Background: an optimization exercise with open tools, aiming at small area, a short achievable clock period and few clock cycles. Do not read the settings as production practice.
Where RTL was checked, it was by simulation tests only, not by an equivalence proof against the original.
Power and IR drop assume default switching activity.

JK:
Design frame_tx, start of the top module:
module frame_tx (
    input  wire        clk,
    input  wire        rst,           
    input  wire        cmd_valid,
    output wire        cmd_ready,
    input  wire [7:0]  cmd_type,
    input  wire [15:0] cmd_len,
    input  wire        pl_valid,
    output wire        pl_ready,
    input  wire [7:0]  pl_byte,
    output wire        tx_valid,
    input  wire        tx_ready,
    output wire [7:0]  tx_byte
);
For scale: ~3,400 cells after synthesis, ~2,300 flip-flops, roughly 48 I/O pins.
Settings: LEC_CHECK=0, ABC_CLOCK_PERIOD_IN_PS=2500, CAP_MARGIN=20, CORE_MARGIN=2, CORE_UTILIZATION=50, CTS_BUF_LIST=sky130_fd_sc_hd__clkbuf_8 sky130_fd_sc_hd__clkbuf_16, CTS_CLUSTER_DIAMETER=80, CTS_CLUSTER_SIZE=20, PLACE_DENSITY=0.65, SETUP_SLACK_MARGIN=4.4, SLEW_MARGIN=20; clock period 7.0 ns.
standard.sh (not shown) runs the stock make flow with config.mk's settings and CLKGATE_MAP_FILE= SYNTH_SCRIPT=/design/flow/synth_recipe.tcl, a recipe that flattens the netlist after the stock synthesis.
==> flow/flow/run.sh <==
#!/bin/bash
set -euo pipefail
export CTS_ARGS="-sink_clustering_enable -repair_clock_nets -dont_use_dummy_load -sink_clustering_size 20 -sink_clustering_max_diameter 80 -buf_list {sky130_fd_sc_hd__clkbuf_8 sky130_fd_sc_hd__clkbuf_16}"
bash standard.sh > standard_flow.log 2>&1
Input changes introduced in MS (baseline for comparison: JK):
==> flow/run.sh (new file) <==
#!/bin/bash
# synth_recipe.tcl (not shown) runs the flow's synth.tcl, then flattens the netlist and writes it again
# the make line also repeats each setting of config.mk as NAME=value (left out here)
make -C /OpenROAD-flow-scripts/flow DESIGN_CONFIG=/design/flow/config.mk WORK_HOME=/design/flow/orfs CLKGATE_MAP_FILE= SYNTH_SCRIPT=/design/flow/synth_recipe.tcl finish
removed: flow/flow/run.sh
removed: flow/standard.sh
--- outcome ---
Cmp MS and JK / final cycle utilization of the critical path / lower: JK
Relative area of clock buffers and inverters in the final design (MS over JK): increase, 0.59 points
MS and JK ended up with roughly the same routed wire length.
MS against JK: final worst hold slack increased by 0.030 ns relative to the old numbers, first-pass iteration count of the detailed router saw little to no change, final design area excluding fillers rose 500 um2.
Function was not checked in any run of this note: the RTL went through the layout flow alone.

* * *

Another version of the RTL of frame_tx (not shown whole).
For scale: ~3500 cells after synthesis, ~0.054 mm^2 of cells after synthesis.
Design frame_tx, start of the top module:
module frame_tx (
    input  wire        clk,
    input  wire        rst,           
    input  wire        cmd_valid,
    output wire        cmd_ready,
    input  wire [7:0]  cmd_type,
    input  wire [15:0] cmd_len,
    input  wire        pl_valid,
    output wire        pl_ready,
    input  wire [7:0]  pl_byte,
    output wire        tx_valid,
    input  wire        tx_ready,
    output wire [7:0]  tx_byte
);
clock: 7.0 ns
lec_check: 0
abc_clock_period_in_ps: 2500
cap_margin: 20
core_margin: 2
core_utilization: 50
cts_buf_list: sky130_fd_sc_hd__clkbuf_4 sky130_fd_sc_hd__clkbuf_8
cts_cluster_diameter: 50
cts_cluster_size: 14
place_density: 0.65
setup_slack_margin: 4.35
slew_margin: 20
run.sh (not shown) runs the stock make flow with config.mk's settings and CLKGATE_MAP_FILE= SYNTH_SCRIPT=/design/flow/synth_recipe.tcl, a recipe that flattens the netlist after the stock synthesis.
Stock flow here: none of the scripts above is used.
The first run finished clean.
Testbench counts at the start, summed over its fixed seeds: cycles 150,617.
Change:
Settings changed: CTS_BUF_LIST sky130_fd_sc_hd__clkbuf_4 sky130_fd_sc_hd__clkbuf_8 to sky130_fd_sc_hd__clkbuf_8 sky130_fd_sc_hd__clkbuf_16, CTS_CLUSTER_DIAMETER 50 to 80, CTS_CLUSTER_SIZE 14 to 20, SETUP_SLACK_MARGIN 4.35 to 4.4.
What happened: Hold slack gets better by 0.017 ns. Setup slack gets better by 0.13 ns. Fmax climbs by 5.0%. Cell area climbs by 1.1%. Die area does not change. Total power increases by 3.6%. Final cell count shrinks by 1.3%. Non-clock buffer count came out higher by 20. Via count fell by 1.5%. Flip-flop and latch count is unchanged.
Change:
Settings changed: CORE_UTILIZATION 50 to 65, PLACE_DENSITY 0.65 to 0.75.
Outcome: The changed run completed without violations. Sequential power stays flat. Die area goes down by about a fifth. Count of clock-buffer cells in the layout falls by 4. Final area came out lower slightly. Via count rose by a few percent. Combinational power falls by a few percent. Synthesized cell count does not change.
Change:
==> flow/flow/run.sh (new file) <==
#!/bin/bash
set -euo pipefail
export CTS_ARGS="-sink_clustering_enable -repair_clock_nets -dont_use_dummy_load -root_buf sky130_fd_sc_hd__clkbuf_16 -sink_clustering_buffer sky130_fd_sc_hd__clkbuf_8 -sink_clustering_size 16 -sink_clustering_max_diameter 50 -buf_list {sky130_fd_sc_hd__clkbuf_8 sky130_fd_sc_hd__clkbuf_16}"
bash standard.sh > standard_flow.log 2>&1
==> flow/standard.sh (new file) <==
#!/bin/bash
# synth_recipe.tcl (not shown) runs the flow's synth.tcl, then flattens the netlist and writes it again
# the make line also repeats each setting of config.mk as NAME=value (left out here)
make -C /OpenROAD-flow-scripts/flow DESIGN_CONFIG=/design/flow/config.mk WORK_HOME=/design/flow/orfs CLKGATE_MAP_FILE= SYNTH_SCRIPT=/design/flow/synth_recipe.tcl "${@:-finish}"
Settings changed: CORE_UTILIZATION 65 to 50, CTS_BUF_LIST sky130_fd_sc_hd__clkbuf_8 sky130_fd_sc_hd__clkbuf_16 to default, CTS_CLUSTER_DIAMETER 80 to default, CTS_CLUSTER_SIZE 20 to default, PLACE_DENSITY 0.75 to 0.65, SETUP_SLACK_MARGIN 4.4 to 4.35.
removed: flow/run.sh
Result: The changed run produced a clean layout. First-iteration DRC count drops by 2.2%. Die area climbs by about 30%. Combinational power climbs by 6.3%.

-- port drivers added, routing unchanged --
The results above use ideal ports. As a check the final layouts listed here were re-extracted and re-timed, cells and wires unchanged. Step 1: set_driving_cell puts a clkbuf_16 on clk and a buf_2 on each other input, an assumption about the parent block. Step 2 also shifts input and output timing later by t, the mid clock arrival at the registers, as if the neighbouring blocks saw the same clock. Three values: no drivers, after step 1, after step 2; two values: the first two.
| run | t (ns) | setup slack, ns | worst setup path after step 2 | slew at the worst register clock pin (ns) |
|---|---|---|---|---|
| JK | 0.767 | 3.271 / 3.271 / 3.271 | register to register | 0.08 / 0.08 |
| MS | 0.810 | 3.248 / 3.248 / 3.248 | register to register | 0.09 / 0.09 |
| the first run of note 2 | 0.910 | 4.202 / 4.134 / 3.334 | input to register | 0.09 / 0.09 |
| the second run of note 2 | 0.794 | 4.337 / 4.271 / 3.681 | input to register | 0.09 / 0.09 |
| the third run of note 2 | 0.790 | 4.170 / 4.195 / 3.405 | input to register | 0.09 / 0.09 |
| the fourth run of note 2 | 0.750 | 4.355 / 4.287 / 3.688 | input to register | 0.10 / 0.10 |
After both steps every run listed still meets setup and hold. For the first run of note 2, which loses most, drivers alone change the setup slack by -0.068 ns; drivers and shift together by -0.868 ns.
